What follows belongs to an exercise in optimizing a design on an open flow for small area, a short achievable clock period and few clock cycles; a production flow would make more cautious choices. The RTL was checked by simulation tests, not by an equivalence proof against the original design. Power figures rest on the tool's default switching activity, not on a simulated workload.

==> flow/design.v (outline; a module is shown in full before it is edited, if it fits) <==
// module novahash_core: 1649 lines
module novahash_core (
    input  wire        clk,
    input  wire        rst,
    input  wire        cmd_valid,
    input  wire [31:0] cmd_data,
    output reg         resp_valid,
    output reg  [3:0]  resp_code,
    input  wire [5:0]  rd_addr,
    output reg  [31:0] rd_data
);
  // ...
==> flow/run.sh <==
#!/bin/bash
# synth_recipe.tcl (not shown) runs the flow's synth.tcl, then flattens the netlist and writes it again
# the make line also repeats each setting of config.mk as NAME=value (left out here)
make -C /OpenROAD-flow-scripts/flow DESIGN_CONFIG=/design/flow/config.mk WORK_HOME=/design/flow/orfs CLKGATE_MAP_FILE= SYNTH_SCRIPT=/design/flow/synth_recipe.tcl finish
==> flow/config.mk <==
export PLATFORM = sky130hd
export DESIGN_NAME = novahash_core
export DESIGN_NICKNAME = novahash_core
export VERILOG_FILES = /design/flow/design.v
export SDC_FILE = /design/flow/constraint.sdc
export NUM_CORES = 8
export LEC_CHECK = 0
export ABC_AREA = 1
export CAP_MARGIN = 20
export CORE_MARGIN = 2
export CORE_UTILIZATION = 30
export CTS_CLUSTER_DIAMETER = 80
export CTS_CLUSTER_SIZE = 24
export GPL_ROUTABILITY_DRIVEN = 1
export SETUP_SLACK_MARGIN = 4.7
export SLEW_MARGIN = 20
==> flow/constraint.sdc <==
create_clock -name core_clock -period 12.0 [get_ports {clk}]
set_input_delay 2.4000 -clock core_clock [delete_from_list [all_inputs] [get_ports {clk}]]
set_output_delay 2.4000 -clock core_clock [all_outputs]
set_load 0.01 [all_outputs]
==> results_dict.tcl, run 1 <==
set metrics [dict create \
    multi_input_area_share_pct 44.2 \
    maxSlewViolCount 0 \
    grt_max_degree 81 \
    status "finished clean" \
    grtUsageMet2_pct 37.0 \
    cts_tree "yes" \
    finalSetupViolations 0 \
    die_x_um 572 \
    met3_usage_pct 6.27 \
    synth-seq-cells 1510 \
    num-multi-input-gates 7505 \
    die_height_um 572 \
    cts-buffers-inserted 99 \
    post_dp_cell_area_um2 103000 \
    wl_met1_um 159000 \
    buffers 620 \
    dp_worst_setup_slack_ns 1.88 \
    p_comb_mw 15.9 \
    syn-cell-area_um2 96700 \
    fin_crit_sh_pct 62.7 \
    drt_iter0_drc 10700 \
    synth_mux_area_share_pct 0.0518 \
    mostFrequentLayoutCell "nand2_1" \
    die_area_um2 327000 \
    p_comb_share_pct 61.9 \
]
Testbench counts, summed over its fixed seeds: cycles 6,004.
==> inputs of run 2 (changes only) <==
--- a/flow/design.v
+++ b/flow/design.v
@@ -20,17 +20,16 @@
     localparam [3:0] R_EMPTY   = 4'd2;
     localparam [3:0] R_ILLEGAL = 4'd3;
     localparam [3:0] R_SEQ     = 4'd4;
     localparam [3:0] R_OVF     = 4'd5;
     localparam [1:0] PH_IDLE   = 2'd0;
     localparam [1:0] PH_ABSORB = 2'd1;
     localparam [1:0] PH_DONE   = 2'd2;
     localparam [2:0] S_READY = 3'd0;    
-    localparam [2:0] S_HFIN  = 3'd1;    
     localparam [2:0] S_MAT   = 3'd2;    
     localparam [2:0] S_SLA   = 3'd3;    
     localparam [2:0] S_SLB   = 3'd4;    
     localparam [2:0] S_WDIV  = 3'd5;    
     localparam [2:0] S_SLE   = 3'd6;    
     localparam [2:0] S_SLC   = 3'd7;    
     function [7:0] hexch;
         input [3:0] v;
@@ -166,17 +165,17 @@
     always @(*) begin
         case (cnt[1:0])
             2'd0: begin h_seg = h0; h_n3 = h3; end
             2'd1: begin h_seg = h1; h_n3 = h0; end
             2'd2: begin h_seg = h2; h_n3 = h1; end
             default: begin h_seg = h3; h_n3 = h2; end
         endcase
     end
-    wire        fin   = (state == S_HFIN);
+    wire        fin   = cmd_data[28];
     wire [31:0] lp0   = np1(rot[3:0]);
     wire [31:0] lp1   = np1(rot[7:4]);
     wire [31:0] t1;
     wire c1_1 = h_seg[4] ^ lp0[4] ^ lp1[0];
     wire c1_2 = (h_seg[4] & lp0[4]) | (h_seg[4] & lp1[0]) | (lp0[4] & lp1[0]);
     wire c1_3 = h_seg[5] ^ lp0[5] ^ lp1[1];
     wire c1_4 = (h_seg[5] & lp0[5]) | (h_seg[5] & lp1[1]) | (lp0[5] & lp1[1]);
     wire c1_5 = h_seg[6] ^ lp0[6] ^ lp1[2];
@@ -232,208 +231,208 @@
     wire c1_55 = h_seg[31] ^ lp0[31] ^ lp1[27];
     wire c1_56 = (h_seg[31] & lp0[31]) | (h_seg[31] & lp1[27]) | (lp0[31] & lp1[27]);
     wire [31:0] c1_57 = {c1_54, c1_52, c1_50, c1_48, c1_46, c1_44, c1_42, c1_40, c1_38, c1_36, c1_34, c1_32, c1_30, c1_28, c1_26, c1_24, c1_22, c1_20, c1_18, c1_16, c1_14, c1_12, c1_10, c1_8, c1_6, c1_4, c1_2, c1_1, h_seg[3], h_seg[2], h_seg[1], h_seg[0]};
     wire [31:0] c1_58 = {c1_55, c1_53, c1_51, c1_49, c1_47, c1_45, c1_43, c1_41, c1_39, c1_37, c1_35, c1_33, c1_31, c1_29, c1_27, c1_25, c1_23, c1_21, c1_19, c1_17, c1_15, c1_13, c1_11, c1_9, c1_7, c1_5, c1_3, 1'b0, lp0[3], lp0[2], lp0[1], lp0[0]};
     assign t1 = c1_57 + c1_58;
     wire [31:0] a0    = h0 + h2 + P1;
     wire [31:0] a1    = h1 + h3 + P2;
     wire [31:0] a2;     
-    wire c2_1 = h2[4] ^ h0[4] ^ ~h0[0];
-    wire c2_2 = (h2[4] & h0[4]) | (h2[4] & ~h0[0]) | (h0[4] & ~h0[0]);
-    wire c2_3 = h2[5] ^ h0[5] ^ ~h0[1];
-    wire c2_4 = (h2[5] & h0[5]) | (h2[5] & ~h0[1]) | (h0[5] & ~h0[1]);
-    wire c2_5 = h2[6] ^ h0[6] ^ ~h0[2];
-    wire c2_6 = (h2[6] & h0[6]) | (h2[6] & ~h0[2]) | (h0[6] & ~h0[2]);
-    wire c2_7 = h2[7] ^ h0[7] ^ ~h0[3];
-    wire c2_8 = (h2[7] & h0[7]) | (h2[7] & ~h0[3]) | (h0[7] & ~h0[3]);
-    wire c2_9 = h2[8] ^ h0[8] ^ ~h0[4];
-    wire c2_10 = (h2[8] & h0[8]) | (h2[8] & ~h0[4]) | (h0[8] & ~h0[4]);
-    wire c2_11 = h2[9] ^ h0[9] ^ ~h0[5];
-    wire c2_12 = (h2[9] & h0[9]) | (h2[9] & ~h0[5]) | (h0[9] & ~h0[5]);
-    wire c2_13 = h2[10] ^ h0[10] ^ ~h0[6];
-    wire c2_14 = (h2[10] & h0[10]) | (h2[10] & ~h0[6]) | (h0[10] & ~h0[6]);
-    wire c2_15 = h2[11] ^ h0[11] ^ ~h0[7];
-    wire c2_16 = (h2[11] & h0[11]) | (h2[11] & ~h0[7]) | (h0[11] & ~h0[7]);
-    wire c2_17 = ~h0[5] ^ h0[2] ^ ~h0[0];
-    wire c2_18 = (~h0[5] & h0[2]) | (~h0[5] & ~h0[0]) | (h0[2] & ~h0[0]);
-    wire c2_19 = h2[12] ^ h0[12] ^ ~h0[8];
-    wire c2_20 = (h2[12] & h0[12]) | (h2[12] & ~h0[8]) | (h0[12] & ~h0[8]);
-    wire c2_21 = ~h0[6] ^ h0[3] ^ ~h0[1];
-    wire c2_22 = (~h0[6] & h0[3]) | (~h0[6] & ~h0[1]) | (h0[3] & ~h0[1]);
-    wire c2_23 = h2[13] ^ h0[13] ^ ~h0[9];
-    wire c2_24 = (h2[13] & h0[13]) | (h2[13] & ~h0[9]) | (h0[13] & ~h0[9]);
-    wire c2_25 = ~h0[7] ^ h0[4] ^ ~h0[2];
-    wire c2_26 = (~h0[7] & h0[4]) | (~h0[7] & ~h0[2]) | (h0[4] & ~h0[2]);
-    wire c2_27 = h2[14] ^ h0[14] ^ ~h0[10];
-    wire c2_28 = (h2[14] & h0[14]) | (h2[14] & ~h0[10]) | (h0[14] & ~h0[10]);
-    wire c2_29 = ~h0[8] ^ h0[5] ^ ~h0[3];
-    wire c2_30 = (~h0[8] & h0[5]) | (~h0[8] & ~h0[3]) | (h0[5] & ~h0[3]);
-    wire c2_31 = h2[15] ^ h0[15] ^ ~h0[11];
-    wire c2_32 = (h2[15] & h0[15]) | (h2[15] & ~h0[11]) | (h0[15] & ~h0[11]);
-    wire c2_33 = ~h0[9] ^ h0[6] ^ ~h0[4];
-    wire c2_34 = (~h0[9] & h0[6]) | (~h0[9] & ~h0[4]) | (h0[6] & ~h0[4]);
-    wire c2_35 = h2[16] ^ h0[16] ^ ~h0[12];
-    wire c2_36 = (h2[16] & h0[16]) | (h2[16] & ~h0[12]) | (h0[16] & ~h0[12]);
-    wire c2_37 = ~h0[10] ^ h0[7] ^ ~h0[5];
-    wire c2_38 = (~h0[10] & h0[7]) | (~h0[10] & ~h0[5]) | (h0[7] & ~h0[5]);
-    wire c2_39 = h2[17] ^ h0[17] ^ ~h0[13];
-    wire c2_40 = (h2[17] & h0[17]) | (h2[17] & ~h0[13]) | (h0[17] & ~h0[13]);
-    wire c2_41 = ~h0[11] ^ h0[8] ^ ~h0[6];
-    wire c2_42 = (~h0[11] & h0[8]) | (~h0[11] & ~h0[6]) | (h0[8] & ~h0[6]);
-    wire c2_43 = h2[18] ^ h0[18] ^ ~h0[14];
-    wire c2_44 = (h2[18] & h0[18]) | (h2[18] & ~h0[14]) | (h0[18] & ~h0[14]);
-    wire c2_45 = ~h0[12] ^ h0[9] ^ ~h0[7];
-    wire c2_46 = (~h0[12] & h0[9]) | (~h0[12] & ~h0[7]) | (h0[9] & ~h0[7]);
-    wire c2_47 = h2[19] ^ h0[19] ^ ~h0[15];
-    wire c2_48 = (h2[19] & h0[19]) | (h2[19] & ~h0[15]) | (h0[19] & ~h0[15]);
-    wire c2_49 = ~h0[13] ^ h0[10] ^ ~h0[8];
-    wire c2_50 = (~h0[13] & h0[10]) | (~h0[13] & ~h0[8]) | (h0[10] & ~h0[8]);
-    wire c2_51 = ~(~h0[4] ^ ~h0[0]);
-    wire c2_52 = ~h0[4] | ~h0[0];
-    wire c2_53 = h2[20] ^ h0[20] ^ ~h0[16];
-    wire c2_54 = (h2[20] & h0[20]) | (h2[20] & ~h0[16]) | (h0[20] & ~h0[16]);
-    wire c2_55 = ~h0[14] ^ h0[11] ^ ~h0[9];
-    wire c2_56 = (~h0[14] & h0[11]) | (~h0[14] & ~h0[9]) | (h0[11] & ~h0[9]);
-    wire c2_57 = h2[21] ^ h0[21] ^ ~h0[17];
-    wire c2_58 = (h2[21] & h0[21]) | (h2[21] & ~h0[17]) | (h0[21] & ~h0[17]);
-    wire c2_59 = ~h0[15] ^ h0[12] ^ ~h0[10];
-    wire c2_60 = (~h0[15] & h0[12]) | (~h0[15] & ~h0[10]) | (h0[12] & ~h0[10]);
-    wire c2_61 = h2[22] ^ h0[22] ^ ~h0[18];
-    wire c2_62 = (h2[22] & h0[22]) | (h2[22] & ~h0[18]) | (h0[22] & ~h0[18]);
-    wire c2_63 = ~h0[16] ^ h0[13] ^ ~h0[11];
-    wire c2_64 = (~h0[16] & h0[13]) | (~h0[16] & ~h0[11]) | (h0[13] & ~h0[11]);
-    wire c2_65 = ~h0[7] ^ ~h0[3] ^ h0[0];
-    wire c2_66 = (~h0[7] & ~h0[3]) | (~h0[7] & h0[0]) | (~h0[3] & h0[0]);
-    wire c2_67 = h2[23] ^ h0[23] ^ ~h0[19];
-    wire c2_68 = (h2[23] & h0[23]) | (h2[23] & ~h0[19]) | (h0[23] & ~h0[19]);
-    wire c2_69 = ~h0[17] ^ h0[14] ^ ~h0[12];
-    wire c2_70 = (~h0[17] & h0[14]) | (~h0[17] & ~h0[12]) | (h0[14] & ~h0[12]);
-    wire c2_71 = ~h0[8] ^ ~h0[4] ^ h0[1];
-    wire c2_72 = (~h0[8] & ~h0[4]) | (~h0[8] & h0[1]) | (~h0[4] & h0[1]);
-    wire c2_73 = h2[24] ^ h0[24] ^ ~h0[20];
-    wire c2_74 = (h2[24] & h0[24]) | (h2[24] & ~h0[20]) | (h0[24] & ~h0[20]);
-    wire c2_75 = ~h0[18] ^ h0[15] ^ ~h0[13];
-    wire c2_76 = (~h0[18] & h0[15]) | (~h0[18] & ~h0[13]) | (h0[15] & ~h0[13]);
-    wire c2_77 = ~h0[9] ^ ~h0[5] ^ h0[2];
-    wire c2_78 = (~h0[9] & ~h0[5]) | (~h0[9] & h0[2]) | (~h0[5] & h0[2]);
-    wire c2_79 = h2[25] ^ h0[25] ^ ~h0[21];
-    wire c2_80 = (h2[25] & h0[25]) | (h2[25] & ~h0[21]) | (h0[25] & ~h0[21]);
-    wire c2_81 = ~h0[19] ^ h0[16] ^ ~h0[14];
-    wire c2_82 = (~h0[19] & h0[16]) | (~h0[19] & ~h0[14]) | (h0[16] & ~h0[14]);
-    wire c2_83 = ~h0[10] ^ ~h0[6] ^ h0[3];
-    wire c2_84 = (~h0[10] & ~h0[6]) | (~h0[10] & h0[3]) | (~h0[6] & h0[3]);
-    wire c2_85 = h2[26] ^ h0[26] ^ ~h0[22];
-    wire c2_86 = (h2[26] & h0[26]) | (h2[26] & ~h0[22]) | (h0[26] & ~h0[22]);
-    wire c2_87 = ~h0[20] ^ h0[17] ^ ~h0[15];
-    wire c2_88 = (~h0[20] & h0[17]) | (~h0[20] & ~h0[15]) | (h0[17] & ~h0[15]);
-    wire c2_89 = ~h0[11] ^ ~h0[7] ^ h0[4];
-    wire c2_90 = (~h0[11] & ~h0[7]) | (~h0[11] & h0[4]) | (~h0[7] & h0[4]);
-    wire c2_91 = h2[27] ^ h0[27] ^ ~h0[23];
-    wire c2_92 = (h2[27] & h0[27]) | (h2[27] & ~h0[23]) | (h0[27] & ~h0[23]);
-    wire c2_93 = ~h0[21] ^ h0[18] ^ ~h0[16];
-    wire c2_94 = (~h0[21] & h0[18]) | (~h0[21] & ~h0[16]) | (h0[18] & ~h0[16]);
-    wire c2_95 = ~h0[12] ^ ~h0[8] ^ h0[5];
-    wire c2_96 = (~h0[12] & ~h0[8]) | (~h0[12] & h0[5]) | (~h0[8] & h0[5]);
-    wire c2_97 = h2[28] ^ h0[28] ^ ~h0[24];
-    wire c2_98 = (h2[28] & h0[28]) | (h2[28] & ~h0[24]) | (h0[28] & ~h0[24]);
-    wire c2_99 = ~h0[22] ^ h0[19] ^ ~h0[17];
-    wire c2_100 = (~h0[22] & h0[19]) | (~h0[22] & ~h0[17]) | (h0[19] & ~h0[17]);
-    wire c2_101 = ~h0[13] ^ ~h0[9] ^ h0[6];
-    wire c2_102 = (~h0[13] & ~h0[9]) | (~h0[13] & h0[6]) | (~h0[9] & h0[6]);
-    wire c2_103 = h2[29] ^ h0[29] ^ ~h0[25];
-    wire c2_104 = (h2[29] & h0[29]) | (h2[29] & ~h0[25]) | (h0[29] & ~h0[25]);
-    wire c2_105 = ~h0[23] ^ h0[20] ^ ~h0[18];
-    wire c2_106 = (~h0[23] & h0[20]) | (~h0[23] & ~h0[18]) | (h0[20] & ~h0[18]);
-    wire c2_107 = ~h0[14] ^ ~h0[10] ^ h0[7];
-    wire c2_108 = (~h0[14] & ~h0[10]) | (~h0[14] & h0[7]) | (~h0[10] & h0[7]);
-    wire c2_109 = h2[30] ^ h0[30] ^ ~h0[26];
-    wire c2_110 = (h2[30] & h0[30]) | (h2[30] & ~h0[26]) | (h0[30] & ~h0[26]);
-    wire c2_111 = ~h0[24] ^ h0[21] ^ ~h0[19];
-    wire c2_112 = (~h0[24] & h0[21]) | (~h0[24] & ~h0[19]) | (h0[21] & ~h0[19]);
-    wire c2_113 = ~h0[15] ^ ~h0[11] ^ h0[8];
-    wire c2_114 = (~h0[15] & ~h0[11]) | (~h0[15] & h0[8]) | (~h0[11] & h0[8]);
-    wire c2_115 = h2[31] ^ h0[31] ^ ~h0[27];
-    wire c2_116 = (h2[31] & h0[31]) | (h2[31] & ~h0[27]) | (h0[31] & ~h0[27]);
-    wire c2_117 = ~h0[25] ^ h0[22] ^ ~h0[20];
-    wire c2_118 = (~h0[25] & h0[22]) | (~h0[25] & ~h0[20]) | (h0[22] & ~h0[20]);
-    wire c2_119 = ~h0[16] ^ ~h0[12] ^ h0[9];
-    wire c2_120 = (~h0[16] & ~h0[12]) | (~h0[16] & h0[9]) | (~h0[12] & h0[9]);
-    wire c2_121 = ~h0[6] ^ h0[2] ^ h0[0];
-    wire c2_122 = (~h0[6] & h0[2]) | (~h0[6] & h0[0]) | (h0[2] & h0[0]);
-    wire c2_123 = ~h0[0] ^ 1'b1 ^ c2_4;
-    wire c2_124 = (~h0[0] & 1'b1) | (~h0[0] & c2_4) | (1'b1 & c2_4);
-    wire c2_125 = ~h0[1] ^ c2_6 ^ c2_7;
-    wire c2_126 = (~h0[1] & c2_6) | (~h0[1] & c2_7) | (c2_6 & c2_7);
-    wire c2_127 = ~h0[2] ^ c2_8 ^ c2_9;
-    wire c2_128 = (~h0[2] & c2_8) | (~h0[2] & c2_9) | (c2_8 & c2_9);
-    wire c2_129 = ~h0[3] ^ h0[0] ^ c2_10;
-    wire c2_130 = (~h0[3] & h0[0]) | (~h0[3] & c2_10) | (h0[0] & c2_10);
-    wire c2_131 = ~h0[4] ^ h0[1] ^ c2_12;
-    wire c2_132 = (~h0[4] & h0[1]) | (~h0[4] & c2_12) | (h0[1] & c2_12);
+    wire c2_1 = h2[4] ^ a0[4] ^ ~a0[0];
+    wire c2_2 = (h2[4] & a0[4]) | (h2[4] & ~a0[0]) | (a0[4] & ~a0[0]);
+    wire c2_3 = h2[5] ^ a0[5] ^ ~a0[1];
+    wire c2_4 = (h2[5] & a0[5]) | (h2[5] & ~a0[1]) | (a0[5] & ~a0[1]);
+    wire c2_5 = h2[6] ^ a0[6] ^ ~a0[2];
+    wire c2_6 = (h2[6] & a0[6]) | (h2[6] & ~a0[2]) | (a0[6] & ~a0[2]);
+    wire c2_7 = h2[7] ^ a0[7] ^ ~a0[3];
+    wire c2_8 = (h2[7] & a0[7]) | (h2[7] & ~a0[3]) | (a0[7] & ~a0[3]);
+    wire c2_9 = h2[8] ^ a0[8] ^ ~a0[4];
+    wire c2_10 = (h2[8] & a0[8]) | (h2[8] & ~a0[4]) | (a0[8] & ~a0[4]);
+    wire c2_11 = h2[9] ^ a0[9] ^ ~a0[5];
+    wire c2_12 = (h2[9] & a0[9]) | (h2[9] & ~a0[5]) | (a0[9] & ~a0[5]);
+    wire c2_13 = h2[10] ^ a0[10] ^ ~a0[6];
+    wire c2_14 = (h2[10] & a0[10]) | (h2[10] & ~a0[6]) | (a0[10] & ~a0[6]);
+    wire c2_15 = h2[11] ^ a0[11] ^ ~a0[7];
+    wire c2_16 = (h2[11] & a0[11]) | (h2[11] & ~a0[7]) | (a0[11] & ~a0[7]);
+    wire c2_17 = ~a0[5] ^ a0[2] ^ ~a0[0];
+    wire c2_18 = (~a0[5] & a0[2]) | (~a0[5] & ~a0[0]) | (a0[2] & ~a0[0]);
+    wire c2_19 = h2[12] ^ a0[12] ^ ~a0[8];
+    wire c2_20 = (h2[12] & a0[12]) | (h2[12] & ~a0[8]) | (a0[12] & ~a0[8]);
+    wire c2_21 = ~a0[6] ^ a0[3] ^ ~a0[1];
+    wire c2_22 = (~a0[6] & a0[3]) | (~a0[6] & ~a0[1]) | (a0[3] & ~a0[1]);
+    wire c2_23 = h2[13] ^ a0[13] ^ ~a0[9];
+    wire c2_24 = (h2[13] & a0[13]) | (h2[13] & ~a0[9]) | (a0[13] & ~a0[9]);
+    wire c2_25 = ~a0[7] ^ a0[4] ^ ~a0[2];
+    wire c2_26 = (~a0[7] & a0[4]) | (~a0[7] & ~a0[2]) | (a0[4] & ~a0[2]);
+    wire c2_27 = h2[14] ^ a0[14] ^ ~a0[10];
+    wire c2_28 = (h2[14] & a0[14]) | (h2[14] & ~a0[10]) | (a0[14] & ~a0[10]);
+    wire c2_29 = ~a0[8] ^ a0[5] ^ ~a0[3];
+    wire c2_30 = (~a0[8] & a0[5]) | (~a0[8] & ~a0[3]) | (a0[5] & ~a0[3]);
+    wire c2_31 = h2[15] ^ a0[15] ^ ~a0[11];
+    wire c2_32 = (h2[15] & a0[15]) | (h2[15] & ~a0[11]) | (a0[15] & ~a0[11]);
+    wire c2_33 = ~a0[9] ^ a0[6] ^ ~a0[4];
+    wire c2_34 = (~a0[9] & a0[6]) | (~a0[9] & ~a0[4]) | (a0[6] & ~a0[4]);
+    wire c2_35 = h2[16] ^ a0[16] ^ ~a0[12];
+    wire c2_36 = (h2[16] & a0[16]) | (h2[16] & ~a0[12]) | (a0[16] & ~a0[12]);
+    wire c2_37 = ~a0[10] ^ a0[7] ^ ~a0[5];
+    wire c2_38 = (~a0[10] & a0[7]) | (~a0[10] & ~a0[5]) | (a0[7] & ~a0[5]);
+    wire c2_39 = h2[17] ^ a0[17] ^ ~a0[13];
+    wire c2_40 = (h2[17] & a0[17]) | (h2[17] & ~a0[13]) | (a0[17] & ~a0[13]);
+    wire c2_41 = ~a0[11] ^ a0[8] ^ ~a0[6];
+    wire c2_42 = (~a0[11] & a0[8]) | (~a0[11] & ~a0[6]) | (a0[8] & ~a0[6]);
+    wire c2_43 = h2[18] ^ a0[18] ^ ~a0[14];
+    wire c2_44 = (h2[18] & a0[18]) | (h2[18] & ~a0[14]) | (a0[18] & ~a0[14]);
+    wire c2_45 = ~a0[12] ^ a0[9] ^ ~a0[7];
+    wire c2_46 = (~a0[12] & a0[9]) | (~a0[12] & ~a0[7]) | (a0[9] & ~a0[7]);
+    wire c2_47 = h2[19] ^ a0[19] ^ ~a0[15];
+    wire c2_48 = (h2[19] & a0[19]) | (h2[19] & ~a0[15]) | (a0[19] & ~a0[15]);
+    wire c2_49 = ~a0[13] ^ a0[10] ^ ~a0[8];
+    wire c2_50 = (~a0[13] & a0[10]) | (~a0[13] & ~a0[8]) | (a0[10] & ~a0[8]);
+    wire c2_51 = ~(~a0[4] ^ ~a0[0]);
+    wire c2_52 = ~a0[4] | ~a0[0];
+    wire c2_53 = h2[20] ^ a0[20] ^ ~a0[16];
+    wire c2_54 = (h2[20] & a0[20]) | (h2[20] & ~a0[16]) | (a0[20] & ~a0[16]);
+    wire c2_55 = ~a0[14] ^ a0[11] ^ ~a0[9];
+    wire c2_56 = (~a0[14] & a0[11]) | (~a0[14] & ~a0[9]) | (a0[11] & ~a0[9]);
+    wire c2_57 = h2[21] ^ a0[21] ^ ~a0[17];
+    wire c2_58 = (h2[21] & a0[21]) | (h2[21] & ~a0[17]) | (a0[21] & ~a0[17]);
+    wire c2_59 = ~a0[15] ^ a0[12] ^ ~a0[10];
+    wire c2_60 = (~a0[15] & a0[12]) | (~a0[15] & ~a0[10]) | (a0[12] & ~a0[10]);
+    wire c2_61 = h2[22] ^ a0[22] ^ ~a0[18];
+    wire c2_62 = (h2[22] & a0[22]) | (h2[22] & ~a0[18]) | (a0[22] & ~a0[18]);
+    wire c2_63 = ~a0[16] ^ a0[13] ^ ~a0[11];
+    wire c2_64 = (~a0[16] & a0[13]) | (~a0[16] & ~a0[11]) | (a0[13] & ~a0[11]);
+    wire c2_65 = ~a0[7] ^ ~a0[3] ^ a0[0];
+    wire c2_66 = (~a0[7] & ~a0[3]) | (~a0[7] & a0[0]) | (~a0[3] & a0[0]);
+    wire c2_67 = h2[23] ^ a0[23] ^ ~a0[19];
+    wire c2_68 = (h2[23] & a0[23]) | (h2[23] & ~a0[19]) | (a0[23] & ~a0[19]);
+    wire c2_69 = ~a0[17] ^ a0[14] ^ ~a0[12];
+    wire c2_70 = (~a0[17] & a0[14]) | (~a0[17] & ~a0[12]) | (a0[14] & ~a0[12]);
+    wire c2_71 = ~a0[8] ^ ~a0[4] ^ a0[1];
+    wire c2_72 = (~a0[8] & ~a0[4]) | (~a0[8] & a0[1]) | (~a0[4] & a0[1]);
+    wire c2_73 = h2[24] ^ a0[24] ^ ~a0[20];
+    wire c2_74 = (h2[24] & a0[24]) | (h2[24] & ~a0[20]) | (a0[24] & ~a0[20]);
+    wire c2_75 = ~a0[18] ^ a0[15] ^ ~a0[13];
+    wire c2_76 = (~a0[18] & a0[15]) | (~a0[18] & ~a0[13]) | (a0[15] & ~a0[13]);
+    wire c2_77 = ~a0[9] ^ ~a0[5] ^ a0[2];
+    wire c2_78 = (~a0[9] & ~a0[5]) | (~a0[9] & a0[2]) | (~a0[5] & a0[2]);
+    wire c2_79 = h2[25] ^ a0[25] ^ ~a0[21];
+    wire c2_80 = (h2[25] & a0[25]) | (h2[25] & ~a0[21]) | (a0[25] & ~a0[21]);
+    wire c2_81 = ~a0[19] ^ a0[16] ^ ~a0[14];
+    wire c2_82 = (~a0[19] & a0[16]) | (~a0[19] & ~a0[14]) | (a0[16] & ~a0[14]);
+    wire c2_83 = ~a0[10] ^ ~a0[6] ^ a0[3];
+    wire c2_84 = (~a0[10] & ~a0[6]) | (~a0[10] & a0[3]) | (~a0[6] & a0[3]);
+    wire c2_85 = h2[26] ^ a0[26] ^ ~a0[22];
+    wire c2_86 = (h2[26] & a0[26]) | (h2[26] & ~a0[22]) | (a0[26] & ~a0[22]);
+    wire c2_87 = ~a0[20] ^ a0[17] ^ ~a0[15];
+    wire c2_88 = (~a0[20] & a0[17]) | (~a0[20] & ~a0[15]) | (a0[17] & ~a0[15]);
+    wire c2_89 = ~a0[11] ^ ~a0[7] ^ a0[4];
+    wire c2_90 = (~a0[11] & ~a0[7]) | (~a0[11] & a0[4]) | (~a0[7] & a0[4]);
+    wire c2_91 = h2[27] ^ a0[27] ^ ~a0[23];
+    wire c2_92 = (h2[27] & a0[27]) | (h2[27] & ~a0[23]) | (a0[27] & ~a0[23]);
+    wire c2_93 = ~a0[21] ^ a0[18] ^ ~a0[16];
+    wire c2_94 = (~a0[21] & a0[18]) | (~a0[21] & ~a0[16]) | (a0[18] & ~a0[16]);
+    wire c2_95 = ~a0[12] ^ ~a0[8] ^ a0[5];
+    wire c2_96 = (~a0[12] & ~a0[8]) | (~a0[12] & a0[5]) | (~a0[8] & a0[5]);
+    wire c2_97 = h2[28] ^ a0[28] ^ ~a0[24];
+    wire c2_98 = (h2[28] & a0[28]) | (h2[28] & ~a0[24]) | (a0[28] & ~a0[24]);
+    wire c2_99 = ~a0[22] ^ a0[19] ^ ~a0[17];
+    wire c2_100 = (~a0[22] & a0[19]) | (~a0[22] & ~a0[17]) | (a0[19] & ~a0[17]);
+    wire c2_101 = ~a0[13] ^ ~a0[9] ^ a0[6];
+    wire c2_102 = (~a0[13] & ~a0[9]) | (~a0[13] & a0[6]) | (~a0[9] & a0[6]);
+    wire c2_103 = h2[29] ^ a0[29] ^ ~a0[25];
+    wire c2_104 = (h2[29] & a0[29]) | (h2[29] & ~a0[25]) | (a0[29] & ~a0[25]);
+    wire c2_105 = ~a0[23] ^ a0[20] ^ ~a0[18];
+    wire c2_106 = (~a0[23] & a0[20]) | (~a0[23] & ~a0[18]) | (a0[20] & ~a0[18]);
+    wire c2_107 = ~a0[14] ^ ~a0[10] ^ a0[7];
+    wire c2_108 = (~a0[14] & ~a0[10]) | (~a0[14] & a0[7]) | (~a0[10] & a0[7]);
+    wire c2_109 = h2[30] ^ a0[30] ^ ~a0[26];
+    wire c2_110 = (h2[30] & a0[30]) | (h2[30] & ~a0[26]) | (a0[30] & ~a0[26]);
+    wire c2_111 = ~a0[24] ^ a0[21] ^ ~a0[19];
+    wire c2_112 = (~a0[24] & a0[21]) | (~a0[24] & ~a0[19]) | (a0[21] & ~a0[19]);
+    wire c2_113 = ~a0[15] ^ ~a0[11] ^ a0[8];
+    wire c2_114 = (~a0[15] & ~a0[11]) | (~a0[15] & a0[8]) | (~a0[11] & a0[8]);
+    wire c2_115 = h2[31] ^ a0[31] ^ ~a0[27];
+    wire c2_116 = (h2[31] & a0[31]) | (h2[31] & ~a0[27]) | (a0[31] & ~a0[27]);
+    wire c2_117 = ~a0[25] ^ a0[22] ^ ~a0[20];
+    wire c2_118 = (~a0[25] & a0[22]) | (~a0[25] & ~a0[20]) | (a0[22] & ~a0[20]);
+    wire c2_119 = ~a0[16] ^ ~a0[12] ^ a0[9];
+    wire c2_120 = (~a0[16] & ~a0[12]) | (~a0[16] & a0[9]) | (~a0[12] & a0[9]);
+    wire c2_121 = ~a0[6] ^ a0[2] ^ a0[0];
+    wire c2_122 = (~a0[6] & a0[2]) | (~a0[6] & a0[0]) | (a0[2] & a0[0]);
+    wire c2_123 = ~a0[0] ^ 1'b1 ^ c2_4;
+    wire c2_124 = (~a0[0] & 1'b1) | (~a0[0] & c2_4) | (1'b1 & c2_4);
+    wire c2_125 = ~a0[1] ^ c2_6 ^ c2_7;
+    wire c2_126 = (~a0[1] & c2_6) | (~a0[1] & c2_7) | (c2_6 & c2_7);
+    wire c2_127 = ~a0[2] ^ c2_8 ^ c2_9;
+    wire c2_128 = (~a0[2] & c2_8) | (~a0[2] & c2_9) | (c2_8 & c2_9);
+    wire c2_129 = ~a0[3] ^ a0[0] ^ c2_10;
+    wire c2_130 = (~a0[3] & a0[0]) | (~a0[3] & c2_10) | (a0[0] & c2_10);
+    wire c2_131 = ~a0[4] ^ a0[1] ^ c2_12;
+    wire c2_132 = (~a0[4] & a0[1]) | (~a0[4] & c2_12) | (a0[1] & c2_12);
     wire c2_133 = ~(c2_14 ^ c2_15);
     wire c2_134 = c2_14 | c2_15;
     wire c2_135 = c2_16 ^ c2_18 ^ c2_19;
     wire c2_136 = (c2_16 & c2_18) | (c2_16 & c2_19) | (c2_18 & c2_19);
     wire c2_137 = c2_20 ^ c2_22 ^ c2_23;
     wire c2_138 = (c2_20 & c2_22) | (c2_20 & c2_23) | (c2_22 & c2_23);
     wire c2_139 = c2_24 ^ c2_26 ^ c2_27;
     wire c2_140 = (c2_24 & c2_26) | (c2_24 & c2_27) | (c2_26 & c2_27);
-    wire c2_141 = ~h0[0] ^ 1'b1 ^ c2_28;
-    wire c2_142 = (~h0[0] & 1'b1) | (~h0[0] & c2_28) | (1'b1 & c2_28);
+    wire c2_141 = ~a0[0] ^ 1'b1 ^ c2_28;
+    wire c2_142 = (~a0[0] & 1'b1) | (~a0[0] & c2_28) | (1'b1 & c2_28);
     wire c2_143 = c2_30 ^ c2_31 ^ c2_33;
     wire c2_144 = (c2_30 & c2_31) | (c2_30 & c2_33) | (c2_31 & c2_33);
-    wire c2_145 = ~h0[1] ^ c2_32 ^ c2_34;
-    wire c2_146 = (~h0[1] & c2_32) | (~h0[1] & c2_34) | (c2_32 & c2_34);
-    wire c2_147 = ~h0[2] ^ c2_36 ^ c2_38;
-    wire c2_148 = (~h0[2] & c2_36) | (~h0[2] & c2_38) | (c2_36 & c2_38);
-    wire c2_149 = ~h0[3] ^ c2_40 ^ c2_42;
-    wire c2_150 = (~h0[3] & c2_40) | (~h0[3] & c2_42) | (c2_40 & c2_42);
+    wire c2_145 = ~a0[1] ^ c2_32 ^ c2_34;
+    wire c2_146 = (~a0[1] & c2_32) | (~a0[1] & c2_34) | (c2_32 & c2_34);
+    wire c2_147 = ~a0[2] ^ c2_36 ^ c2_38;
+    wire c2_148 = (~a0[2] & c2_36) | (~a0[2] & c2_38) | (c2_36 & c2_38);
+    wire c2_149 = ~a0[3] ^ c2_40 ^ c2_42;
+    wire c2_150 = (~a0[3] & c2_40) | (~a0[3] & c2_42) | (c2_40 & c2_42);
     wire c2_151 = c2_44 ^ c2_46 ^ c2_47;
     wire c2_152 = (c2_44 & c2_46) | (c2_44 & c2_47) | (c2_46 & c2_47);
-    wire c2_153 = ~h0[5] ^ ~h0[1] ^ c2_48;
-    wire c2_154 = (~h0[5] & ~h0[1]) | (~h0[5] & c2_48) | (~h0[1] & c2_48);
+    wire c2_153 = ~a0[5] ^ ~a0[1] ^ c2_48;
+    wire c2_154 = (~a0[5] & ~a0[1]) | (~a0[5] & c2_48) | (~a0[1] & c2_48);
     wire c2_155 = c2_50 ^ c2_52 ^ c2_53;
     wire c2_156 = (c2_50 & c2_52) | (c2_50 & c2_53) | (c2_52 & c2_53);
-    wire c2_157 = ~h0[6] ^ ~h0[2] ^ c2_54;
-    wire c2_158 = (~h0[6] & ~h0[2]) | (~h0[6] & c2_54) | (~h0[2] & c2_54);
+    wire c2_157 = ~a0[6] ^ ~a0[2] ^ c2_54;
+    wire c2_158 = (~a0[6] & ~a0[2]) | (~a0[6] & c2_54) | (~a0[2] & c2_54);
     wire c2_159 = c2_56 ^ c2_57 ^ c2_59;
     wire c2_160 = (c2_56 & c2_57) | (c2_56 & c2_59) | (c2_57 & c2_59);
     wire c2_161 = c2_58 ^ c2_60 ^ c2_61;
     wire c2_162 = (c2_58 & c2_60) | (c2_58 & c2_61) | (c2_60 & c2_61);
     wire c2_163 = c2_62 ^ c2_64 ^ c2_66;
     wire c2_164 = (c2_62 & c2_64) | (c2_62 & c2_66) | (c2_64 & c2_66);
     wire c2_165 = c2_67 ^ c2_69 ^ c2_71;
     wire c2_166 = (c2_67 & c2_69) | (c2_67 & c2_71) | (c2_69 & c2_71);
     wire c2_167 = c2_68 ^ c2_70 ^ c2_72;
     wire c2_168 = (c2_68 & c2_70) | (c2_68 & c2_72) | (c2_70 & c2_72);
     wire c2_169 = c2_73 ^ c2_75 ^ c2_77;
     wire c2_170 = (c2_73 & c2_75) | (c2_73 & c2_77) | (c2_75 & c2_77);
-    wire c2_171 = ~h0[0] ^ 1'b1 ^ c2_74;
-    wire c2_172 = (~h0[0] & 1'b1) | (~h0[0] & c2_74) | (1'b1 & c2_74);
+    wire c2_171 = ~a0[0] ^ 1'b1 ^ c2_74;
+    wire c2_172 = (~a0[0] & 1'b1) | (~a0[0] & c2_74) | (1'b1 & c2_74);
     wire c2_173 = c2_76 ^ c2_78 ^ c2_79;
     wire c2_174 = (c2_76 & c2_78) | (c2_76 & c2_79) | (c2_78 & c2_79);
-    wire c2_175 = ~h0[1] ^ c2_80 ^ c2_82;
-    wire c2_176 = (~h0[1] & c2_80) | (~h0[1] & c2_82) | (c2_80 & c2_82);
+    wire c2_175 = ~a0[1] ^ c2_80 ^ c2_82;
+    wire c2_176 = (~a0[1] & c2_80) | (~a0[1] & c2_82) | (c2_80 & c2_82);
     wire c2_177 = c2_84 ^ c2_85 ^ c2_87;
     wire c2_178 = (c2_84 & c2_85) | (c2_84 & c2_87) | (c2_85 & c2_87);
-    wire c2_179 = ~h0[2] ^ c2_86 ^ c2_88;
-    wire c2_180 = (~h0[2] & c2_86) | (~h0[2] & c2_88) | (c2_86 & c2_88);
+    wire c2_179 = ~a0[2] ^ c2_86 ^ c2_88;
+    wire c2_180 = (~a0[2] & c2_86) | (~a0[2] & c2_88) | (c2_86 & c2_88);
     wire c2_181 = c2_90 ^ c2_91 ^ c2_93;
     wire c2_182 = (c2_90 & c2_91) | (c2_90 & c2_93) | (c2_91 & c2_93);
-    wire c2_183 = ~h0[3] ^ c2_92 ^ c2_94;
-    wire c2_184 = (~h0[3] & c2_92) | (~h0[3] & c2_94) | (c2_92 & c2_94);
+    wire c2_183 = ~a0[3] ^ c2_92 ^ c2_94;
+    wire c2_184 = (~a0[3] & c2_92) | (~a0[3] & c2_94) | (c2_92 & c2_94);
     wire c2_185 = c2_96 ^ c2_97 ^ c2_99;
     wire c2_186 = (c2_96 & c2_97) | (c2_96 & c2_99) | (c2_97 & c2_99);
-    wire c2_187 = ~h0[4] ^ h0[0] ^ c2_98;
-    wire c2_188 = (~h0[4] & h0[0]) | (~h0[4] & c2_98) | (h0[0] & c2_98);
+    wire c2_187 = ~a0[4] ^ a0[0] ^ c2_98;
+    wire c2_188 = (~a0[4] & a0[0]) | (~a0[4] & c2_98) | (a0[0] & c2_98);
     wire c2_189 = c2_100 ^ c2_102 ^ c2_103;
     wire c2_190 = (c2_100 & c2_102) | (c2_100 & c2_103) | (c2_102 & c2_103);
-    wire c2_191 = ~h0[5] ^ h0[1] ^ c2_104;
-    wire c2_192 = (~h0[5] & h0[1]) | (~h0[5] & c2_104) | (h0[1] & c2_104);
+    wire c2_191 = ~a0[5] ^ a0[1] ^ c2_104;
+    wire c2_192 = (~a0[5] & a0[1]) | (~a0[5] & c2_104) | (a0[1] & c2_104);
     wire c2_193 = c2_106 ^ c2_108 ^ c2_109;
     wire c2_194 = (c2_106 & c2_108) | (c2_106 & c2_109) | (c2_108 & c2_109);
     wire c2_195 = c2_110 ^ c2_112 ^ c2_114;
     wire c2_196 = (c2_110 & c2_112) | (c2_110 & c2_114) | (c2_112 & c2_114);
     wire c2_197 = c2_115 ^ c2_117 ^ c2_119;
     wire c2_198 = (c2_115 & c2_117) | (c2_115 & c2_119) | (c2_117 & c2_119);
     wire c2_199 = c2_11 ^ c2_128 ^ c2_129;
     wire c2_200 = (c2_11 & c2_128) | (c2_11 & c2_129) | (c2_128 & c2_129);
@@ -530,197 +529,21 @@
     wire c2_291 = c2_247 ^ c2_276 ^ c2_277;
     wire c2_292 = (c2_247 & c2_276) | (c2_247 & c2_277) | (c2_276 & c2_277);
     wire c2_293 = c2_248 ^ c2_249 ^ c2_278;
     wire c2_294 = (c2_248 & c2_249) | (c2_248 & c2_278) | (c2_249 & c2_278);
     wire c2_295 = c2_274 ^ c2_275 ^ c2_290;
     wire c2_296 = (c2_274 & c2_275) | (c2_274 & c2_290) | (c2_275 & c2_290);
     wire c2_297 = c2_279 ^ c2_292 ^ c2_293;
     wire c2_298 = (c2_279 & c2_292) | (c2_279 & c2_293) | (c2_292 & c2_293);
-    wire c2_f_p0 = h2[0] ^ h0[0];
-    wire c2_f_g0 = h2[0] & h0[0];
-    wire c2_f_p1 = h2[1] ^ h0[1];
-    wire c2_f_g1 = h2[1] & h0[1];
-    wire c2_f_p2 = h2[2] ^ h0[2];
-    wire c2_f_g2 = h2[2] & h0[2];
-    wire c2_f_p3 = h2[3] ^ h0[3];
-    wire c2_f_g3 = h2[3] & h0[3];
-    wire c2_f_p4 = 1'b1 ^ c2_1;
-    wire c2_f_g4 = 1'b1 & c2_1;
-    wire c2_f_p5 = c2_2 ^ c2_3;
-    wire c2_f_g5 = c2_2 & c2_3;
-    wire c2_f_p6 = c2_5 ^ c2_123;
-    wire c2_f_g6 = c2_5 & c2_123;
-    wire c2_f_p7 = c2_124 ^ c2_125;
-    wire c2_f_g7 = c2_124 & c2_125;
-    wire c2_f_p8 = c2_126 ^ c2_127;
-    wire c2_f_g8 = c2_126 & c2_127;
-    wire c2_f_p9 = c2_199 ^ 1'b0;
-    wire c2_f_g9 = c2_199 & 1'b0;
-    wire c2_f_p10 = c2_200 ^ c2_201;
-    wire c2_f_g10 = c2_200 & c2_201;
-    wire c2_f_p11 = c2_202 ^ c2_203;
-    wire c2_f_g11 = c2_202 & c2_203;
-    wire c2_f_p12 = c2_204 ^ c2_205;
-    wire c2_f_g12 = c2_204 & c2_205;
-    wire c2_f_p13 = c2_206 ^ c2_207;
-    wire c2_f_g13 = c2_206 & c2_207;
-    wire c2_f_p14 = c2_208 ^ c2_209;
-    wire c2_f_g14 = c2_208 & c2_209;
-    wire c2_f_p15 = c2_210 ^ c2_211;
-    wire c2_f_g15 = c2_210 & c2_211;
-    wire c2_f_p16 = c2_213 ^ c2_251;
-    wire c2_f_g16 = c2_213 & c2_251;
-    wire c2_f_p17 = c2_252 ^ c2_253;
-    wire c2_f_g17 = c2_252 & c2_253;
-    wire c2_f_p18 = c2_254 ^ c2_255;
-    wire c2_f_g18 = c2_254 & c2_255;
-    wire c2_f_p19 = c2_256 ^ c2_257;
-    wire c2_f_g19 = c2_256 & c2_257;
-    wire c2_f_p20 = c2_258 ^ c2_259;
-    wire c2_f_g20 = c2_258 & c2_259;
-    wire c2_f_p21 = c2_260 ^ c2_261;
-    wire c2_f_g21 = c2_260 & c2_261;
-    wire c2_f_p22 = c2_281 ^ 1'b0;
-    wire c2_f_g22 = c2_281 & 1'b0;
-    wire c2_f_p23 = c2_282 ^ c2_283;
-    wire c2_f_g23 = c2_282 & c2_283;
-    wire c2_f_p24 = c2_265 ^ c2_284;
-    wire c2_f_g24 = c2_265 & c2_284;
-    wire c2_f_p25 = c2_266 ^ c2_267;
-    wire c2_f_g25 = c2_266 & c2_267;
-    wire c2_f_p26 = c2_269 ^ c2_285;
-    wire c2_f_g26 = c2_269 & c2_285;
-    wire c2_f_p27 = c2_286 ^ c2_287;
-    wire c2_f_g27 = c2_286 & c2_287;
-    wire c2_f_p28 = c2_288 ^ c2_289;
-    wire c2_f_g28 = c2_288 & c2_289;
-    wire c2_f_p29 = c2_295 ^ 1'b0;
-    wire c2_f_g29 = c2_295 & 1'b0;
-    wire c2_f_p30 = c2_296 ^ c2_291;
-    wire c2_f_g30 = c2_296 & c2_291;
-    wire c2_f_p31 = c2_297 ^ 1'b0;
-    wire c2_f_g31 = c2_297 & 1'b0;
-    wire c2_f_G1 = c2_f_g1 | (c2_f_p1 & c2_f_g0);
-    wire c2_f_P1 = c2_f_p1 & c2_f_p0;
-    wire c2_f_G2 = c2_f_g3 | (c2_f_p3 & c2_f_g2);
-    wire c2_f_P2 = c2_f_p3 & c2_f_p2;
-    wire c2_f_G3 = c2_f_g5 | (c2_f_p5 & c2_f_g4);
-    wire c2_f_P3 = c2_f_p5 & c2_f_p4;
-    wire c2_f_G4 = c2_f_g7 | (c2_f_p7 & c2_f_g6);
-    wire c2_f_P4 = c2_f_p7 & c2_f_p6;
-    wire c2_f_G5 = c2_f_g9 | (c2_f_p9 & c2_f_g8);
-    wire c2_f_P5 = c2_f_p9 & c2_f_p8;
-    wire c2_f_G6 = c2_f_g11 | (c2_f_p11 & c2_f_g10);
-    wire c2_f_P6 = c2_f_p11 & c2_f_p10;
-    wire c2_f_G7 = c2_f_g13 | (c2_f_p13 & c2_f_g12);
-    wire c2_f_P7 = c2_f_p13 & c2_f_p12;
-    wire c2_f_G8 = c2_f_g15 | (c2_f_p15 & c2_f_g14);
-    wire c2_f_P8 = c2_f_p15 & c2_f_p14;
-    wire c2_f_G9 = c2_f_g17 | (c2_f_p17 & c2_f_g16);
-    wire c2_f_P9 = c2_f_p17 & c2_f_p16;
-    wire c2_f_G10 = c2_f_g19 | (c2_f_p19 & c2_f_g18);
-    wire c2_f_P10 = c2_f_p19 & c2_f_p18;
-    wire c2_f_G11 = c2_f_g21 | (c2_f_p21 & c2_f_g20);
-    wire c2_f_P11 = c2_f_p21 & c2_f_p20;
-    wire c2_f_G12 = c2_f_g23 | (c2_f_p23 & c2_f_g22);
-    wire c2_f_P12 = c2_f_p23 & c2_f_p22;
-    wire c2_f_G13 = c2_f_g25 | (c2_f_p25 & c2_f_g24);
-    wire c2_f_P13 = c2_f_p25 & c2_f_p24;
-    wire c2_f_G14 = c2_f_g27 | (c2_f_p27 & c2_f_g26);
-    wire c2_f_P14 = c2_f_p27 & c2_f_p26;
-    wire c2_f_G15 = c2_f_g29 | (c2_f_p29 & c2_f_g28);
-    wire c2_f_P15 = c2_f_p29 & c2_f_p28;
-    wire c2_f_G16 = c2_f_g31 | (c2_f_p31 & c2_f_g30);
-    wire c2_f_P16 = c2_f_p31 & c2_f_p30;
-    wire c2_f_G17 = c2_f_G2 | (c2_f_P2 & c2_f_G1);
-    wire c2_f_P17 = c2_f_P2 & c2_f_P1;
-    wire c2_f_G18 = c2_f_G4 | (c2_f_P4 & c2_f_G3);
-    wire c2_f_P18 = c2_f_P4 & c2_f_P3;
-    wire c2_f_G19 = c2_f_G6 | (c2_f_P6 & c2_f_G5);
-    wire c2_f_P19 = c2_f_P6 & c2_f_P5;
-    wire c2_f_G20 = c2_f_G8 | (c2_f_P8 & c2_f_G7);
-    wire c2_f_P20 = c2_f_P8 & c2_f_P7;
-    wire c2_f_G21 = c2_f_G10 | (c2_f_P10 & c2_f_G9);
-    wire c2_f_P21 = c2_f_P10 & c2_f_P9;
-    wire c2_f_G22 = c2_f_G12 | (c2_f_P12 & c2_f_G11);
-    wire c2_f_P22 = c2_f_P12 & c2_f_P11;
-    wire c2_f_G23 = c2_f_G14 | (c2_f_P14 & c2_f_G13);
-    wire c2_f_P23 = c2_f_P14 & c2_f_P13;
-    wire c2_f_G24 = c2_f_G16 | (c2_f_P16 & c2_f_G15);
-    wire c2_f_P24 = c2_f_P16 & c2_f_P15;
-    wire c2_f_G25 = c2_f_G18 | (c2_f_P18 & c2_f_G17);
-    wire c2_f_P25 = c2_f_P18 & c2_f_P17;
-    wire c2_f_G26 = c2_f_G20 | (c2_f_P20 & c2_f_G19);
-    wire c2_f_P26 = c2_f_P20 & c2_f_P19;
-    wire c2_f_G27 = c2_f_G22 | (c2_f_P22 & c2_f_G21);
-    wire c2_f_P27 = c2_f_P22 & c2_f_P21;
-    wire c2_f_G28 = c2_f_G24 | (c2_f_P24 & c2_f_G23);
-    wire c2_f_P28 = c2_f_P24 & c2_f_P23;
-    wire c2_f_G29 = c2_f_G26 | (c2_f_P26 & c2_f_G25);
-    wire c2_f_P29 = c2_f_P26 & c2_f_P25;
-    wire c2_f_G30 = c2_f_G28 | (c2_f_P28 & c2_f_G27);
-    wire c2_f_P30 = c2_f_P28 & c2_f_P27;
-    wire c2_f_G31 = c2_f_G30 | (c2_f_P30 & c2_f_G29);
-    wire c2_f_P31 = c2_f_P30 & c2_f_P29;
-    wire c2_f_G32 = c2_f_G27 | (c2_f_P27 & c2_f_G29);
-    wire c2_f_P32 = c2_f_P27 & c2_f_P29;
-    wire c2_f_G33 = c2_f_G19 | (c2_f_P19 & c2_f_G25);
-    wire c2_f_P33 = c2_f_P19 & c2_f_P25;
-    wire c2_f_G34 = c2_f_G21 | (c2_f_P21 & c2_f_G29);
-    wire c2_f_P34 = c2_f_P21 & c2_f_P29;
-    wire c2_f_G35 = c2_f_G23 | (c2_f_P23 & c2_f_G32);
-    wire c2_f_P35 = c2_f_P23 & c2_f_P32;
-    wire c2_f_G36 = c2_f_G3 | (c2_f_P3 & c2_f_G17);
-    wire c2_f_P36 = c2_f_P3 & c2_f_P17;
-    wire c2_f_G37 = c2_f_G5 | (c2_f_P5 & c2_f_G25);
-    wire c2_f_P37 = c2_f_P5 & c2_f_P25;
-    wire c2_f_G38 = c2_f_G7 | (c2_f_P7 & c2_f_G33);
-    wire c2_f_P38 = c2_f_P7 & c2_f_P33;
-    wire c2_f_G39 = c2_f_G9 | (c2_f_P9 & c2_f_G29);
-    wire c2_f_P39 = c2_f_P9 & c2_f_P29;
-    wire c2_f_G40 = c2_f_G11 | (c2_f_P11 & c2_f_G34);
-    wire c2_f_P40 = c2_f_P11 & c2_f_P34;
-    wire c2_f_G41 = c2_f_G13 | (c2_f_P13 & c2_f_G32);
-    wire c2_f_P41 = c2_f_P13 & c2_f_P32;
-    wire c2_f_G42 = c2_f_G15 | (c2_f_P15 & c2_f_G35);
-    wire c2_f_P42 = c2_f_P15 & c2_f_P35;
-    wire c2_f_G43 = c2_f_g2 | (c2_f_p2 & c2_f_G1);
-    wire c2_f_P43 = c2_f_p2 & c2_f_P1;
-    wire c2_f_G44 = c2_f_g4 | (c2_f_p4 & c2_f_G17);
-    wire c2_f_P44 = c2_f_p4 & c2_f_P17;
-    wire c2_f_G45 = c2_f_g6 | (c2_f_p6 & c2_f_G36);
-    wire c2_f_P45 = c2_f_p6 & c2_f_P36;
-    wire c2_f_G46 = c2_f_g8 | (c2_f_p8 & c2_f_G25);
-    wire c2_f_P46 = c2_f_p8 & c2_f_P25;
-    wire c2_f_G47 = c2_f_g10 | (c2_f_p10 & c2_f_G37);
-    wire c2_f_P47 = c2_f_p10 & c2_f_P37;
-    wire c2_f_G48 = c2_f_g12 | (c2_f_p12 & c2_f_G33);
-    wire c2_f_P48 = c2_f_p12 & c2_f_P33;
-    wire c2_f_G49 = c2_f_g14 | (c2_f_p14 & c2_f_G38);
-    wire c2_f_P49 = c2_f_p14 & c2_f_P38;
-    wire c2_f_G50 = c2_f_g16 | (c2_f_p16 & c2_f_G29);
-    wire c2_f_P50 = c2_f_p16 & c2_f_P29;
-    wire c2_f_G51 = c2_f_g18 | (c2_f_p18 & c2_f_G39);
-    wire c2_f_P51 = c2_f_p18 & c2_f_P39;
-    wire c2_f_G52 = c2_f_g20 | (c2_f_p20 & c2_f_G34);
-    wire c2_f_P52 = c2_f_p20 & c2_f_P34;
-    wire c2_f_G53 = c2_f_g22 | (c2_f_p22 & c2_f_G40);
-    wire c2_f_P53 = c2_f_p22 & c2_f_P40;
-    wire c2_f_G54 = c2_f_g24 | (c2_f_p24 & c2_f_G32);
-    wire c2_f_P54 = c2_f_p24 & c2_f_P32;
-    wire c2_f_G55 = c2_f_g26 | (c2_f_p26 & c2_f_G41);
-    wire c2_f_P55 = c2_f_p26 & c2_f_P41;
-    wire c2_f_G56 = c2_f_g28 | (c2_f_p28 & c2_f_G35);
-    wire c2_f_P56 = c2_f_p28 & c2_f_P35;
-    wire c2_f_G57 = c2_f_g30 | (c2_f_p30 & c2_f_G42);
-    wire c2_f_P57 = c2_f_p30 & c2_f_P42;
-    assign a2 = {(c2_f_p31 ^ c2_f_G57), (c2_f_p30 ^ c2_f_G42), (c2_f_p29 ^ c2_f_G56), (c2_f_p28 ^ c2_f_G35), (c2_f_p27 ^ c2_f_G55), (c2_f_p26 ^ c2_f_G41), (c2_f_p25 ^ c2_f_G54), (c2_f_p24 ^ c2_f_G32), (c2_f_p23 ^ c2_f_G53), (c2_f_p22 ^ c2_f_G40), (c2_f_p21 ^ c2_f_G52), (c2_f_p20 ^ c2_f_G34), (c2_f_p19 ^ c2_f_G51), (c2_f_p18 ^ c2_f_G39), (c2_f_p17 ^ c2_f_G50), (c2_f_p16 ^ c2_f_G29), (c2_f_p15 ^ c2_f_G49), (c2_f_p14 ^ c2_f_G38), (c2_f_p13 ^ c2_f_G48), (c2_f_p12 ^ c2_f_G33), (c2_f_p11 ^ c2_f_G47), (c2_f_p10 ^ c2_f_G37), (c2_f_p9 ^ c2_f_G46), (c2_f_p8 ^ c2_f_G25), (c2_f_p7 ^ c2_f_G45), (c2_f_p6 ^ c2_f_G36), (c2_f_p5 ^ c2_f_G44), (c2_f_p4 ^ c2_f_G17), (c2_f_p3 ^ c2_f_G43), (c2_f_p2 ^ c2_f_G1), (c2_f_p1 ^ c2_f_g0), c2_f_p0};
+    wire [31:0] c2_299 = {c2_297, c2_296, c2_295, c2_288, c2_286, c2_269, c2_266, c2_265, c2_282, c2_281, c2_260, c2_258, c2_256, c2_254, c2_252, c2_213, c2_210, c2_208, c2_206, c2_204, c2_202, c2_200, c2_199, c2_126, c2_124, c2_5, c2_2, 1'b1, h2[3], h2[2], h2[1], h2[0]};
+    wire [31:0] c2_300 = {1'b0, c2_291, 1'b0, c2_289, c2_287, c2_285, c2_267, c2_284, c2_283, 1'b0, c2_261, c2_259, c2_257, c2_255, c2_253, c2_251, c2_211, c2_209, c2_207, c2_205, c2_203, c2_201, 1'b0, c2_127, c2_125, c2_123, c2_3, c2_1, a0[3], a0[2], a0[1], a0[0]};
+    assign a2 = c2_299 + c2_300;
     wire [31:0] pre   = h_n3 + cnt + 32'd3;
-    wire [31:0] m2in  = fin ? h1 : s2n;
+    wire [31:0] m2in  = fin ? a1 : s2n;
     wire [31:0] ad2   = fin ? h3 : 32'd0;
     wire [31:0] t2;
     wire c3_1 = ~(ad2[0] ^ ~m2in[0]);
     wire c3_2 = ad2[0] | ~m2in[0];
     wire c3_3 = ad2[3] ^ ~m2in[3] ^ ~m2in[0];
     wire c3_4 = (ad2[3] & ~m2in[3]) | (ad2[3] & ~m2in[0]) | (~m2in[3] & ~m2in[0]);
     wire c3_5 = ad2[4] ^ ~m2in[4] ^ ~m2in[1];
     wire c3_6 = (ad2[4] & ~m2in[4]) | (ad2[4] & ~m2in[1]) | (~m2in[4] & ~m2in[1]);
@@ -1451,17 +1274,18 @@
                                 default: h3 <= h_new;
                             endcase
                             cnt <= cnt + 32'd1;
                             m7  <= sh;
                             t2n <= t2;
                             s2n <= pre;
                         end
                         4'h3: begin  
-                            h0 <= a0; h1 <= a1;
+                            h0 <= a0; h1 <= a1; h2 <= a2; h3 <= t2;
+                            phase <= PH_DONE;
                         end
                         4'h4: begin  
                             alen <= 7'd0; blen <= 7'd0; a_dig <= 1'b0;
                             a_nz <= 1'b0; b_nz <= 1'b0;
                             macc <= 10'd0; inc_ok <= 1'b1; trk <= 1'b0;
                         end
                         4'h5: begin  
                             alen <= alen + 7'd1;
@@ -1506,40 +1330,32 @@
                             else begin macc <= 10'd0; inc_ok <= 1'b1; end
                         end
                         4'h9: errs <= 5'd0;  
                         default: ;
                         endcase
                         if (op == 4'h4 || op == 4'h5 || op == 4'h6 || op == 4'h7)
                             cvalid <= 1'b0;
                     end
-                    if (ok && op == 4'h3) begin
-                        state <= S_HFIN;
-                    end else if (ok && op == 4'h5 && a_dig) begin
+                    if (ok && op == 4'h5 && a_dig) begin
                         state <= S_MAT; mat_b <= 1'b0;
                     end else if (ok && op == 4'h7 && cmd_data[0]) begin
                         state <= S_MAT; mat_b <= 1'b1;
                     end else if (ok && op == 4'h8 && !(dready && (inc_ok || zcase))) begin
                         state <= (!inc_ok && !zcase) ? S_SLA : S_WDIV;
                     end else begin
                         resp_valid <= 1'b1;
                         resp_code  <= code;
                         if (!ok)
                             errs[code[2:0] - 3'd1] <= 1'b1;
                         if (ok && op == 4'h8)
                             cvalid <= 1'b1;
                     end
                 end
             end
-            S_HFIN: begin
-                h2 <= a2; h3 <= t2;
-                phase <= PH_DONE;
-                state <= S_READY;
-                resp_valid <= 1'b1; resp_code <= R_OK;
-            end
             S_MAT: begin
                 if ({1'b0, mi} + 7'd1 == (mat_b ? blen : alen - 7'd1)) begin
                     if (!mat_b) a_dig <= 1'b0;
                     state <= S_READY;
                     resp_valid <= 1'b1; resp_code <= R_OK;
                 end
             end
             S_SLA: state <= S_SLB;
==> results_dict.tcl, run 2 <==
set metrics [dict create \
    status "finished clean" \
    reg2reg_from "h3[1]" \
    yosysSeqAreaShare_pct 43.4 \
    max_cap_viol_count 0 \
    cp_top_family "buffers and inverters" \
    multi_input_area_um2 51400 \
    cp_slowest_stage_delay_ns 0.35 \
    rsz0062_at_grt "yes" \
    finalSetupViolations 0 \
    synthTopCellsByCount "nand2_1, inv_1, edfxtp_1" \
    dr_total_vias 86100 \
    die_height_um 572 \
    via_per_inst 5.43 \
    peakVddDrop_mv 0.125 \
    nFillCells 32700 \
    antenna_found_initial 10 \
    port_buffers 76 \
    fin_crit_sh_pct 61.1 \
    p_leak_nw 47.1 \
    groute.usage.overall_pct 24.3 \
    tns_ns 0 \
    yosysTopAreaCell "edfxtp_1" \
    cp-startpoint "rd_addr[1]" \
    maxSlewHeadroom_pct 12.4 \
    yosys_warnings 3 \
    io_pins 78 \
    hold_violations 0 \
    p_total_mw 11.6 \
    coreArea_um2 321000 \
    critical_path_arrival_ns 4.94 \
    worstHoldPathCells 1 \
    place.gp.congestion 1.05 \
    syn-cell-area_um2 96900 \
    hp-start "inc_ok" \
    cts.sink_count 1510 \
    holdPathEnd "inc_ok" \
    grt_max_degree 91 \
    cts_tree "yes" \
    fin_crit_ns 7.34 \
    yosys.cell_count.top_type "nand2_1" \
    path_cells "buf_2 > inv_2 > o21ai_4 > buf_12 > buf_12 > nand2_8 > nor2_4 > buf_12 > nand2_8 > buf_12 > clkinvlp_4 > buf_4 > buf_4 > a21oi_2 > nand4_1 > nand2_1 > nand2_2 > buf_6" \
    fmax_mhz 136 \
    wl_um 414000 \
    critical_path_buf_inv_count 10 \
    p_per_area_nw_per_um2 100 \
    worst_clock_skew_ns 0.0562 \
    ctsHtreeMaxLevel 3 \
    clock_path_buffers 3 \
    synth_area_per_cell_um2 8.69 \
    dp_hpwl_um 294000 \
    clk_pin_slew_worst_paths_ns 0.08 \
    nets 12300 \
    final_cell_mix "nand2_1, inv_1, edfxtp_1" \
    ant_nets 0 \
    worstReg2RegEnd "t2n[29]" \
    worst_skew_pair.late_latency_ns 0.82 \
    mostFrequentLayoutCell "nand2_1" \
    wl_per_cell_um 26.1 \
    ctsHoldBuffers 0 \
    drive_gt1_share_pct 14.4 \
    rows 208 \
    initial_core_util_pct 30.2 \
    cts-buffers-inserted 97 \
    slowest_stage "nand4_1" \
    cts_root_buffer "clkbuf_16" \
    die_area_um2 328000 \
    drt_iter0_drc 12000 \
    synth_top_cell_area_share_pct 36.7 \
    ys_async_sr_fraction_pct 0 \
    worstSetupPathType "in2out" \
    worst_pin_slew_ns 1.30 \
    first_global_vias 79400 \
    critPathLaunchType "primary input" \
    syn2layout_area_growth_pct 19.1 \
    hp-class "reg2reg" \
    cp-end-kind "output pin" \
    synth_enable_flop_cells 1186 \
    syn_nets 12000 \
    reg_top3 "abuf x512, bbuf x512" \
    crit_path_max_fanout 6 \
    drtPass1Iterations 10 \
    drc 0 \
    grt_pass1_wl_um 579000 \
    post_dp_cell_area_um2 103000 \
    maxSlewViolCount 0 \
    synthFlopType "edfxtp_1" \
    syn-instance-count 11100 \
    ys_types 74 \
    worstPathRequired_ns 9.60 \
    die_x_um 572 \
    final_area_um2 115000 \
    overflow 0 \
    path_common_cell "buf_12" \
    reg2reg_depth 33 \
    synth-seq-cells 1510 \
    rrSetupSlack_ns 4.80 \
    seq_area_um2 42300 \
    ys_top_cells_by_area "edfxtp_1, nand2_1, fa_1" \
]
run 2: cell type report:
class	instances	share of cell area (%)
inverter	1585	5.46
antenna	5	0.0108
multi-input combinational	7678	44.5
tap	4305	4.67
timing repair buffer	603	5.79
clock buffer	120	2.24
sequential	1510	36.6
clock inverter	47	0.590
timing repair inverter	4	0.0390
run 2: logic make-up (layout without fill, tap and decap cells):
kind of cell / Yosys count / in the layout / synth area share [%]
fa+ha+maj: 829 / 829 / 13.3
mux: 4 / 4 / 0.0426
other cells: 2 / 7 / 0.00775
flops: 1510 / 1510 / 43.4
compound gates: 2367 / 2367 / 14.7
xor+xnor: 344 / 344 / 3.11
simple gates: 4129 / 4132 / 17.7
buf+inv: 1963 / 2359 / 7.77
run 2: worst max path at each step:
| stage | endpoint | depth (start not counted) | slack (ns) |
|---|---|---|---|
| 2_1_floorplan | t2n[23] | 25 | 4.70 |
| 3_3_place_gp | rd_data[20] | 16 | 2.31 |
| 3_5_place_dp | rd_data[20] | 16 | 2.31 |
| 4_1_cts | rd_data[30] | 21 | 4.62 |
| 5_1_grt | h2[28] | 30 | 4.51 |
| 6_report | rd_data[9] | 18 | 4.66 |
run 2: power by group:
group	switching, mW	internal [mW]
logic	1.43	0.771
clock network	2.08	1.67
registers	0.00427	5.62
total	3.52	8.06
run 2: layer usage:
layer  part of all wire [%]  vias up  track usage (%)
li1                       -    38500                -
met1                     40    41600             32.6
met2                     43     4895             36.6
met3                     11     1056             5.43
met4                    6.3       10             12.4
met5                  0.014        -            0.132
run 2: worst register-to-register path, delay by kind of cell (launching register included):
| family | cells | cell delay (ns) |
|---|---|---|
| fa+ha+maj | 9 | 3.29 |
| xor+xnor | 2 | 0.38 |
| flops | 1 | 0.41 |
| compound gates | 3 | 0.44 |
| buf+inv | 8 | 0.71 |
| simple gates | 11 | 1.71 |
run 2: timing repair:
item                                     CTS  global route
gates resized for setup                 1001           491
cloned                                    34             6
setup buffers                            180           146
pin swaps                                180           158
endpoints found under the setup margin   239           166
run 2: stage by stage:
step	instances	worst slack (ns)	utilization, %	hold slack [ns]
finish	15900	4.66	35.9	0.476
global route	15900	4.51	35.9	0.507
CTS	15700	4.62	35.0	0.475
detailed placement	15300	2.31	32.1	0.455
global placement	15300	2.31	32.1	0.455
floorplan	11100	4.70	-	0.419
Testbench counts of run 2, summed over its fixed seeds: cycles 5,940.

-- what the ideal ports hide --
In the flow no input, the clock included, has a driving cell. The finished layouts below were timed again as built, in two steps.
Step 1, drivers: a clkbuf_16 drives clk and a buf_2 each remaining input, both assumed.
Step 2 moves the port delays by t, midway between the first and last clock arrival at a register: inputs arrive t later, outputs are due t later. That takes back most of the time a late clock gives input paths.
Slacks: ideal / step 1 / step 2; pairs: ideal / step 1.
run	t, ns	setup slack, ns	latest minus earliest clock arrival (ns)	worst data-port slew with drivers (ns)
run 1	0.922	4.480 / 4.430 / 3.989	0.077 / 0.078	0.09
run 2	0.897	4.663 / 4.641 / 3.811	0.057 / 0.057	0.26
After both steps setup and hold are still met in every run listed. For run 2, which loses most, drivers alone change the setup slack by -0.022 ns; drivers and shift together by -0.852 ns.
